This is an optimization exercise on Yosys and OpenROAD, whose aim is a short achievable clock period and few clock cycles, not a production implementation.
The RTL was checked by simulation tests, not by an equivalence proof against the original design.
No activity file was given, so power comes from the tool's default toggle rates.

### design/flow/run.sh
#!/bin/bash
# synth_recipe.tcl (not shown) runs the flow's synth.tcl, then flattens the netlist and writes it again
# the make line also repeats each setting of config.mk as NAME=value (left out here)
make -C /OpenROAD-flow-scripts/flow DESIGN_CONFIG=/design/flow/config.mk WORK_HOME=/design/flow/orfs CLKGATE_MAP_FILE= SYNTH_SCRIPT=/design/flow/synth_recipe.tcl finish
### design/flow/config.mk
export PLATFORM = sky130hd
export DESIGN_NAME = daisa_core
export DESIGN_NICKNAME = daisa_core
export VERILOG_FILES = /design/flow/design.v
export SDC_FILE = /design/flow/constraint.sdc
export NUM_CORES = 4
export LEC_CHECK = 0
export CAP_MARGIN = 20
export CORE_MARGIN = 2
export CORE_UTILIZATION = 40
export PLACE_DENSITY = 0.6
export SLEW_MARGIN = 20
### design/flow/constraint.sdc
create_clock -name core_clock -period 10.0 [get_ports {clk}]
set_input_delay 2.0000 -clock core_clock [delete_from_list [all_inputs] [get_ports {clk}]]
set_output_delay 2.0000 -clock core_clock [all_outputs]
set_load 0.01 [all_outputs]
### design/flow/design.v
module daisa_core (
    input  wire        clk,
    input  wire        rst,           
    input  wire [15:0] start,         
    input  wire        irq,           
    output reg         mem_req,
    output reg         mem_we,
    output reg  [15:0] mem_addr,
    output reg  [7:0]  mem_wdata,
    input  wire        mem_ack,
    input  wire [7:0]  mem_rdata,
    output wire        halted,
    output reg  [1:0]  halt_reason    
);
    localparam [3:0] S_FETCH = 4'd0,
                     S_IMM   = 4'd1,
                     S_EXEC  = 4'd2,
                     S_MEM   = 4'd3,
                     S_CHECK = 4'd4,
                     S_INT1  = 4'd5,
                     S_INT2  = 4'd6,
                     S_VEC1  = 4'd7,
                     S_VEC2  = 4'd8,
                     S_HALT  = 4'd9;
    localparam [1:0] R_HLT = 2'd0, R_OPC = 2'd1, R_ARG = 2'd2, R_IMM = 2'd3;
    localparam [4:0] F_JF = 5'd0,  F_JN = 5'd1,  F_CALLN = 5'd2, F_JCC = 5'd3,
                     F_CALLF = 5'd4, F_PUSH = 5'd5, F_LDA = 5'd6, F_POP = 5'd7,
                     F_STA = 5'd8, F_LDM = 5'd9, F_STM = 5'd10, F_LDDS = 5'd11,
                     F_STDS = 5'd12, F_LDSS = 5'd13, F_STSS = 5'd14, F_SWP = 5'd15,
                     F_ADD = 5'd16, F_ADC = 5'd17, F_SUB = 5'd18, F_AND = 5'd19,
                     F_OR = 5'd20, F_XOR = 5'd21, F_DEC = 5'd22, F_INC = 5'd23;
    localparam [5:0] N_NOP = 6'd0, N_RET = 6'd1, N_IRET = 6'd2, N_HLT = 6'd3,
                     N_SHL = 6'd4, N_SHR = 6'd5, N_SRA = 6'd6, N_ROL = 6'd7,
                     N_ROR = 6'd8, N_INCA = 6'd9, N_DECA = 6'd10, N_CLR = 6'd11,
                     N_CFLAGS = 6'd12, N_PUSHCSR = 6'd13, N_POPCSR = 6'd14,
                     N_LDACSR = 6'd15, N_STACSR = 6'd16, N_ENI = 6'd17, N_DSI = 6'd18;
    localparam [2:0] D_NONE = 3'd0, D_A = 3'd1, D_REG = 3'd2, D_CSR = 3'd3,
                     D_IP = 3'd4, D_CS = 3'd5;
    reg [7:0] a, cs, ip, ds, ss, csr;
    reg [7:0] rf [1:7];
    reg       fz, fc, fv, fn;
    reg       ie, ie_pend;
    reg [3:0]  state;
    reg [7:0]  ir, imm;
    reg [15:0] maddr;
    reg [7:0]  mwdata;
    reg        mwe;
    reg [2:0]  mdest;
    assign halted = (state == S_HALT);
    function automatic is_regonly(input [4:0] f);
        is_regonly = (f == F_POP) || (f == F_STA) || (f == F_STDS) || (f == F_STSS) ||
                     (f == F_SWP) || (f == F_DEC) || (f == F_INC);
    endfunction
    wire       rd_noarg   = (mem_rdata[7:6] == 2'b11);
    wire [4:0] rd_fam     = mem_rdata[7:3];
    wire       rd_bad_opc = rd_noarg && (mem_rdata[5:0] > N_DSI);
    wire       rd_bad_arg = !rd_noarg && is_regonly(rd_fam) && (mem_rdata[2:0] == 3'd0);
    wire       rd_need_imm = !rd_noarg &&
                             ((rd_fam == F_JCC) || (!is_regonly(rd_fam) && mem_rdata[2:0] == 3'd0));
    wire       noarg = (ir[7:6] == 2'b11);
    wire [5:0] nid   = ir[5:0];
    wire [4:0] fam   = ir[7:3];
    wire [2:0] fld   = ir[2:0];
    wire [15:0] pc      = {cs, ip};
    wire [15:0] pc_next = pc + 16'd1;
    wire [7:0] argval = (fld == 3'd0) ? imm : rf[fld];
    wire [7:0] regval = rf[fld];
    wire [7:0] memseg = (fld == 3'd6 || fld == 3'd7) ? ss : ds;
    wire [15:0] sp_inc = {ss, rf[6]} + 16'd1;
    wire [15:0] sp_dec = {ss, rf[6]} - 16'd1;
    reg  [7:0] alu_x, alu_y;
    reg        alu_cin, alu_sub;
    wire [8:0] alu_t = alu_sub ? ({1'b0, alu_x} - {1'b0, alu_y})
                               : ({1'b0, alu_x} + {1'b0, alu_y} + {8'd0, alu_cin});
    wire [7:0] alu_res = alu_t[7:0];
    wire       alu_c   = alu_t[8];
    wire       alu_v   = (alu_x[7] == alu_y[7]) && (alu_res[7] != alu_x[7]);
    always @(*) begin
        alu_x   = a;
        alu_y   = argval;
        alu_cin = 1'b0;
        alu_sub = 1'b0;
        if (noarg) begin
            alu_y = 8'd1;
            alu_sub = (nid == N_DECA);
        end else begin
            case (fam)
                F_ADC: alu_cin = fc;
                F_SUB: alu_sub = 1'b1;
                F_INC: begin alu_x = regval; alu_y = 8'd1; end
                F_DEC: begin alu_x = regval; alu_y = 8'd1; alu_sub = 1'b1; end
                default: ;
            endcase
        end
    end
    reg cond_flag;
    always @(*) begin
        case (fld[2:1])
            2'd0: cond_flag = fz;
            2'd1: cond_flag = fc;
            2'd2: cond_flag = fv;
            default: cond_flag = fn;
        endcase
    end
    wire cond_taken = cond_flag ^ fld[0];
    always @(*) begin
        mem_req   = 1'b0;
        mem_we    = 1'b0;
        mem_addr  = pc;
        mem_wdata = 8'd0;
        case (state)
            S_FETCH, S_IMM: mem_req = 1'b1;
            S_MEM: begin
                mem_req   = 1'b1;
                mem_we    = mwe;
                mem_addr  = maddr;
                mem_wdata = mwdata;
            end
            S_INT1: begin
                mem_req = 1'b1; mem_we = 1'b1;
                mem_addr = {ss, rf[6]}; mem_wdata = cs;
            end
            S_INT2: begin
                mem_req = 1'b1; mem_we = 1'b1;
                mem_addr = {ss, rf[6]}; mem_wdata = ip;
            end
            S_VEC1: begin mem_req = 1'b1; mem_addr = 16'hFFFE; end
            S_VEC2: begin mem_req = 1'b1; mem_addr = 16'hFFFF; end
            default: ;
        endcase
    end
    integer i;
    always @(posedge clk) begin
        if (rst) begin
            state       <= S_FETCH;
            a           <= 8'd0;
            cs          <= start[15:8];
            ip          <= start[7:0];
            ds          <= 8'd0;
            ss          <= 8'd0;
            csr         <= 8'd0;
            for (i = 1; i <= 7; i = i + 1) rf[i] <= 8'd0;
            fz          <= 1'b0;
            fc          <= 1'b0;
            fv          <= 1'b0;
            fn          <= 1'b0;
            ie          <= 1'b0;
            ie_pend     <= 1'b0;
            halt_reason <= R_HLT;
            ir          <= 8'd0;
            imm         <= 8'd0;
            maddr       <= 16'd0;
            mwdata      <= 8'd0;
            mwe         <= 1'b0;
            mdest       <= D_NONE;
        end else begin
            case (state)
            S_FETCH: if (mem_ack) begin
                ir <= mem_rdata;
                {cs, ip} <= pc_next;
                if (rd_bad_opc) begin
                    halt_reason <= R_OPC;
                    state <= S_HALT;
                end else if (rd_bad_arg) begin
                    halt_reason <= R_ARG;
                    state <= S_HALT;
                end else if (rd_need_imm) begin
                    if (pc == 16'hFFFF) begin
                        halt_reason <= R_IMM;
                        state <= S_HALT;
                    end else begin
                        state <= S_IMM;
                    end
                end else begin
                    state <= S_EXEC;
                end
            end
            S_IMM: if (mem_ack) begin
                imm <= mem_rdata;
                {cs, ip} <= pc_next;
                state <= S_EXEC;
            end
            S_EXEC: begin
                ie_pend <= 1'b0;
                state <= S_CHECK;
                if (noarg) begin
                    case (nid)
                        N_NOP: ;
                        N_RET: begin cs <= csr; ip <= rf[5]; end
                        N_IRET: begin
                            {ss, rf[6]} <= sp_dec;
                            maddr <= sp_dec;
                            mwe <= 1'b0;
                            mdest <= D_IP;
                            state <= S_MEM;
                        end
                        N_HLT: begin
                            halt_reason <= R_HLT;
                            state <= S_HALT;
                        end
                        N_SHL: begin
                            fc <= a[7];
                            a <= {a[6:0], 1'b0};
                            fz <= (a[6:0] == 7'd0);
                            fn <= a[6];
                        end
                        N_SHR: begin
                            fc <= 1'b0;
                            a <= {1'b0, a[7:1]};
                            fz <= (a[7:1] == 7'd0);
                            fn <= 1'b0;
                        end
                        N_SRA: begin
                            fc <= 1'b0;
                            a <= {a[7], a[7:1]};
                            fz <= (a[7:1] == 7'd0) && !a[7];
                            fn <= a[7];
                        end
                        N_ROL: begin
                            a <= {a[6:0], a[7]};
                            fz <= (a == 8'd0);
                            fn <= a[6];
                        end
                        N_ROR: begin
                            a <= {a[0], a[7:1]};
                            fz <= (a == 8'd0);
                            fn <= a[0];
                        end
                        N_INCA, N_DECA: begin
                            a <= alu_res;
                            fz <= (alu_res == 8'd0);
                            fn <= alu_res[7];
                            fc <= alu_c;
                            fv <= alu_v;
                        end
                        N_CLR: a <= 8'd0;
                        N_CFLAGS: begin fz <= 1'b0; fc <= 1'b0; fv <= 1'b0; fn <= 1'b0; end
                        N_PUSHCSR: begin
                            maddr <= {ss, rf[6]};
                            mwdata <= csr;
                            mwe <= 1'b1;
                            mdest <= D_NONE;
                            {ss, rf[6]} <= sp_inc;
                            state <= S_MEM;
                        end
                        N_POPCSR: begin
                            {ss, rf[6]} <= sp_dec;
                            maddr <= sp_dec;
                            mwe <= 1'b0;
                            mdest <= D_CSR;
                            state <= S_MEM;
                        end
                        N_LDACSR: a <= csr;
                        N_STACSR: csr <= a;
                        N_ENI: ie_pend <= 1'b1;
                        N_DSI: ie <= 1'b0;
                        default: ;
                    endcase
                end else begin
                    case (fam)
                        F_JF: begin cs <= a; ip <= argval; end
                        F_JN: ip <= argval;
                        F_CALLN: begin csr <= cs; rf[5] <= ip; ip <= argval; end
                        F_JCC: if (cond_taken) ip <= imm;
                        F_CALLF: begin csr <= cs; rf[5] <= ip; cs <= a; ip <= argval; end
                        F_PUSH: begin
                            maddr <= {ss, rf[6]};
                            mwdata <= argval;
                            mwe <= 1'b1;
                            mdest <= D_NONE;
                            {ss, rf[6]} <= sp_inc;
                            state <= S_MEM;
                        end
                        F_LDA: a <= argval;
                        F_POP: begin
                            {ss, rf[6]} <= sp_dec;
                            maddr <= sp_dec;
                            mwe <= 1'b0;
                            mdest <= D_REG;
                            state <= S_MEM;
                        end
                        F_STA: rf[fld] <= a;
                        F_LDM: begin
                            maddr <= {memseg, argval};
                            mwe <= 1'b0;
                            mdest <= D_A;
                            state <= S_MEM;
                        end
                        F_STM: begin
                            maddr <= {memseg, argval};
                            mwdata <= a;
                            mwe <= 1'b1;
                            mdest <= D_NONE;
                            state <= S_MEM;
                        end
                        F_LDDS: ds <= argval;
                        F_STDS: rf[fld] <= ds;
                        F_LDSS: ss <= argval;
                        F_STSS: rf[fld] <= ss;
                        F_SWP: begin rf[fld] <= a; a <= regval; end
                        F_ADD, F_ADC, F_SUB: begin
                            a <= alu_res;
                            fz <= (alu_res == 8'd0);
                            fn <= alu_res[7];
                            fc <= alu_c;
                            fv <= alu_v;
                        end
                        F_AND, F_OR, F_XOR: begin
                            a <= (fam == F_AND) ? (a & argval) :
                                 (fam == F_OR)  ? (a | argval) : (a ^ argval);
                            fz <= (((fam == F_AND) ? (a & argval) :
                                    (fam == F_OR)  ? (a | argval) : (a ^ argval)) == 8'd0);
                            fn <= (fam == F_AND) ? (a[7] & argval[7]) :
                                  (fam == F_OR)  ? (a[7] | argval[7]) : (a[7] ^ argval[7]);
                            fc <= (fam == F_XOR);
                            fv <= 1'b0;
                        end
                        F_INC, F_DEC: begin
                            rf[fld] <= alu_res;
                            fz <= (alu_res == 8'd0);
                            fn <= alu_res[7];
                            fc <= alu_c;
                            fv <= alu_v;
                        end
                        default: ;
                    endcase
                end
            end
            S_MEM: if (mem_ack) begin
                state <= S_CHECK;
                case (mdest)
                    D_A:   a <= mem_rdata;
                    D_REG: rf[fld] <= mem_rdata;
                    D_CSR: csr <= mem_rdata;
                    D_IP: begin
                        ip <= mem_rdata;
                        {ss, rf[6]} <= sp_dec;
                        maddr <= sp_dec;
                        mdest <= D_CS;
                        state <= S_MEM;
                    end
                    D_CS: begin
                        cs <= mem_rdata;
                        ie_pend <= 1'b1;
                    end
                    default: ;
                endcase
            end
            S_CHECK: begin
                ie_pend <= 1'b0;
                if (ie && irq) begin
                    ie <= ie_pend;
                    state <= S_INT1;
                end else begin
                    ie <= ie | ie_pend;
                    state <= S_FETCH;
                end
            end
            S_INT1: if (mem_ack) begin
                {ss, rf[6]} <= sp_inc;
                state <= S_INT2;
            end
            S_INT2: if (mem_ack) begin
                {ss, rf[6]} <= sp_inc;
                state <= S_VEC1;
            end
            S_VEC1: if (mem_ack) begin
                cs <= mem_rdata;
                state <= S_VEC2;
            end
            S_VEC2: if (mem_ack) begin
                ip <= mem_rdata;
                state <= S_FETCH;
            end
            default: state <= S_HALT;
            endcase
        end
    end
endmodule
==> impl_results.md <==
* Status: complete, no violations
* Die area at 0.0358 mm^2
* Worst-Skew Late Latency at roughly 0.47 ns
* Slew Limit Fails at 0
* DP Area at ~0.015 mm^2
* Top Registers: rf (64), maddr (16)
* Worst setup SP type: register
* Synthesized instance count at between 1500 and 2000
* Overflow after GRT at 0
* Clock-pin slew on the worst setup and hold paths at about 0.080 ns
* Post-DR vias/cell at ~6.7
* Clock sinks at 171
* Worst IR Drop VDD at 0.180 mV
* Crit path kind: register to register
* Period utilization at a little over three fifths
* Antenna Nets Post-Route at 0
* Seq cells post-synth at 171
* Final setup fails at 0
* FFs w/ async S/R, synth at 0%
* CP endpoint kind: register
* Critical Path RT at 10.18 ns
* CTS resizes at 0
* Final hold violations at 0
* Largest Register: rf
* CTS tree: built
* Peak Freq at 0.160 GHz
* Setup_tns at 0 ns
* Number of antenna violations at the first check in global routing at 1
* Fin crit period at 6.25 ns
* Logic pwr share at 56.5%
* Syn avg cell area at 7.88 um^2
* Pre-CTS WS at approximately 4.0 ns
* Pwr per Cell Area at 276 mW/mm^2
* Yosys cell types at 88
* Average wire per cell in the routed design at approximately 28 um
* Worst Setup Slack, final at 3.75 ns
* WHS at 0.455 ns
* Post-synth EDFFs at 80
* GRT Overall Usage at roughly 34%
* Final clock skew at 0.0167 ns
* Post-synth top flop: dfxtp_1
* Std cell rows at 67
* Design area at approximately 0.015 mm^2
* Power share of the sequential group at 27.4%
* Die Span Y at approximately 190 um
* Htree depth at 4
* Maximum root-to-sink buffer count at 2
* Post-CTS Setup Bufs at 0
* First-pass GRT wire length at 89700 um
* Synth Net Count at 1807
* Slew at the pin with the worst max-slew slack at approximately 1.1 ns
* Initial DRC count at 2286
* Hold-fix buffers, CTS at 0
* Final core utilization at 45.1%
* P&R area growth vs syn at 10.8%
* Core footprint at about 0.034 mm^2
* Max_cap viols at 0
* Worst rel slew slack at around a quarter
* Seq/Total Area, Yosys at 30.8%
* Vias in the first global route at between 10000 and 15000
* Cell leakage power at approximately 5.3 nW
* Switching power at 2.17 mW
* Syn Std Cell Area at ~0.014 mm^2
* Clk network pwr share at 16.1%
* Vias at 14566
* Die Wd at 189 um
* Largest net degree at the start of global routing at 76
* Nets at 1776
* Initial core utilization at 40.7%
* Largest register FFs at 64
* Share of cells above drive strength 1 at approximately 8.1%
* TritonCTS buffer count at 17
* Port-buffer cells at 56
* Hold Path Class: register to register
* HPWL after DPL at 43800 um
* DRC violations left at 0
* Clock root buffer: clkbuf_16
* Sw frac at 51.8%
* Critical Path Fanout Max at 16
* Internal at 2.02 mW
* First-pass detailed-route iteration total at 7
* RSZ-0062 raised after global routing: no
* Ys Warns at 1
* I/O pin total at 57
* Routability Congestion at 1.02
* Total detailed-routing wirelength at 60500 um
* Crit path DAT at 6.43 ns
-- logic make-up after synthesis --
kind of cell	count (synthesis)	share of synthesized area [%]
AOI/OAI and AO/OA	566	27.3
xor gates and xnor gates	47	3.00
adders and majority gates	38	3.61
buffers and inverters	217	6.31
DFF	171	30.8
muxes	77	7.42
and+or+nand+nor	626	21.6
-- routing by layer --
layer,track usage [%],up-vias,wire length [um]
met1,45.9,6959,24100
met3,5.91,176,6700
met5,0,-,0
met4,16.2,0,3060
met2,51.2,1045,26600
li1,-,6386,-
-- synth_stat cells, drive strengths merged (7+ instances only) --
cell / instances / area share (%)
nor2: 207 / 5.7
nand2: 199 / 5.4
a21oi: 168 / 6.2
o21ai: 114 / 4.2
clkbuf: 113 / 3.1
dfxtp: 91 / 13
edfxtp: 80 / 17
inv: 64 / 1.7
mux2i: 52 / 4.0
a22oi: 45 / 2.5
buf: 40 / 1.5
nand3: 37 / 1.3
ha: 34 / 3.1
a221oi: 31 / 2.1
nor3: 31 / 1.2
xnor2: 28 / 1.8
o22ai: 23 / 1.0
o221ai: 21 / 1.3
nand4: 20 / 0.91
xor2: 19 / 1.2
a211oi: 17 / 0.93
mux4: 17 / 2.8
a31oi: 16 / 0.77
and3: 14 / 0.64
nand2b: 14 / 0.64
nor2b: 13 / 0.65
o211ai: 13 / 0.71
and2: 12 / 0.55
o21a: 12 / 0.66
nor3b: 11 / 0.64
nor4: 11 / 0.50
or3: 11 / 0.50
a21o: 10 / 0.55
a2111oi: 9 / 0.63
a221o: 9 / 0.66
a22o: 8 / 0.51
mux2: 8 / 0.66
or2: 7 / 0.32
or4: 7 / 0.38
-- metrics by stage --
step                cells  total power [mW]
floorplan            1742              2.47
global placement     2140              3.41
detailed placement   2140              3.42
CTS                  2172              4.09
global route         2172              4.38
finish               2173              4.19
-- critical path, cell delays in order, from the launching register on --
cell and delay, ns:
dfxtp_1 0.75, mux4_2 0.40, mux2i_1 0.52, a21oi_1 0.42, inv_1 0.25, nand2_1 0.13
fa_1 0.54, fa_1 0.50, nor3b_1 0.18, o311ai_0 0.60, and4_1 0.28, nor4_1 0.06
buf_4 0.17, mux2_2 0.26, mux2i_1 0.70, o21ai_0 0.20
-- layout by cell type, fill, tap and decap left out, drive strengths merged, types with 34 or more instances in the layout --
cell	Yosys	final
nor2	207	207
nand2	199	199
a21oi	168	168
o21ai	114	114
dfxtp	91	91
edfxtp	80	80
inv	64	72
clkdlybuf4s50	0	55
mux2i	52	52
buf	40	48
a22oi	45	45
nand3	37	37
ha	34	34
-- final timing paths --
check,from,to,slack (ns),depth (start not counted)
worst max-delay path,register,rf[5][6],3.75,15
worst min-delay path,maddr[0],maddr[0],0.46,2
worst max register to register,register,rf[5][6],3.75,15
worst min register to register,maddr[0],maddr[0],0.46,2
-- power by group through the flow --
stage          clock network, mW  registers [mW]  logic [mW]
4_1_cts                    0.674            1.13        2.29
6_report                   0.677            1.15        2.37
3_5_place_dp                   0            1.15        2.28
2_1_floorplan                  0           0.947        1.52
3_3_place_gp                   0            1.15        2.27
5_1_grt                    0.704            1.16        2.52
-- area by class of cell --
class | count | area, um^2
inverters | 64 | 240
well taps | 448 | 561
fillers | 3425 | 18500
multi-input cells | 1354 | 8700
repair buffers | 103 | 911
clock inverters | 15 | 148
clock buffers | 17 | 425
flip-flops and latches | 171 | 4220
diodes | 1 | 2.50
Testbench counts, summed over its fixed seeds: cycles 345,973.

-- separate check: timing with driven ports --
No port has a modelled driver above. Below, the same layout with a new extraction and two added sets of constraints.
Step 1, drivers: a clkbuf_16 drives clk and a buf_2 each remaining input, both assumed.
Step 2 also shifts input and output timing later by t, the mid clock arrival at the registers, as if the neighbouring blocks saw the same clock.
Slacks: no drivers / after step 1 / after step 2; pairs: no drivers / after step 1.
t (ns): 0.511
setup WS [ns]: 3.749 / 3.749 / 3.749
worst setup path after step 2: register to register
clock arrival spread, ns: 0.018 / 0.018
slew at the worst register clock pin (ns): 0.08 / 0.08
After both steps this run still meets setup and hold. The setup slack of this run moves by 0.000 ns with the drivers and by 0.000 ns with both steps.
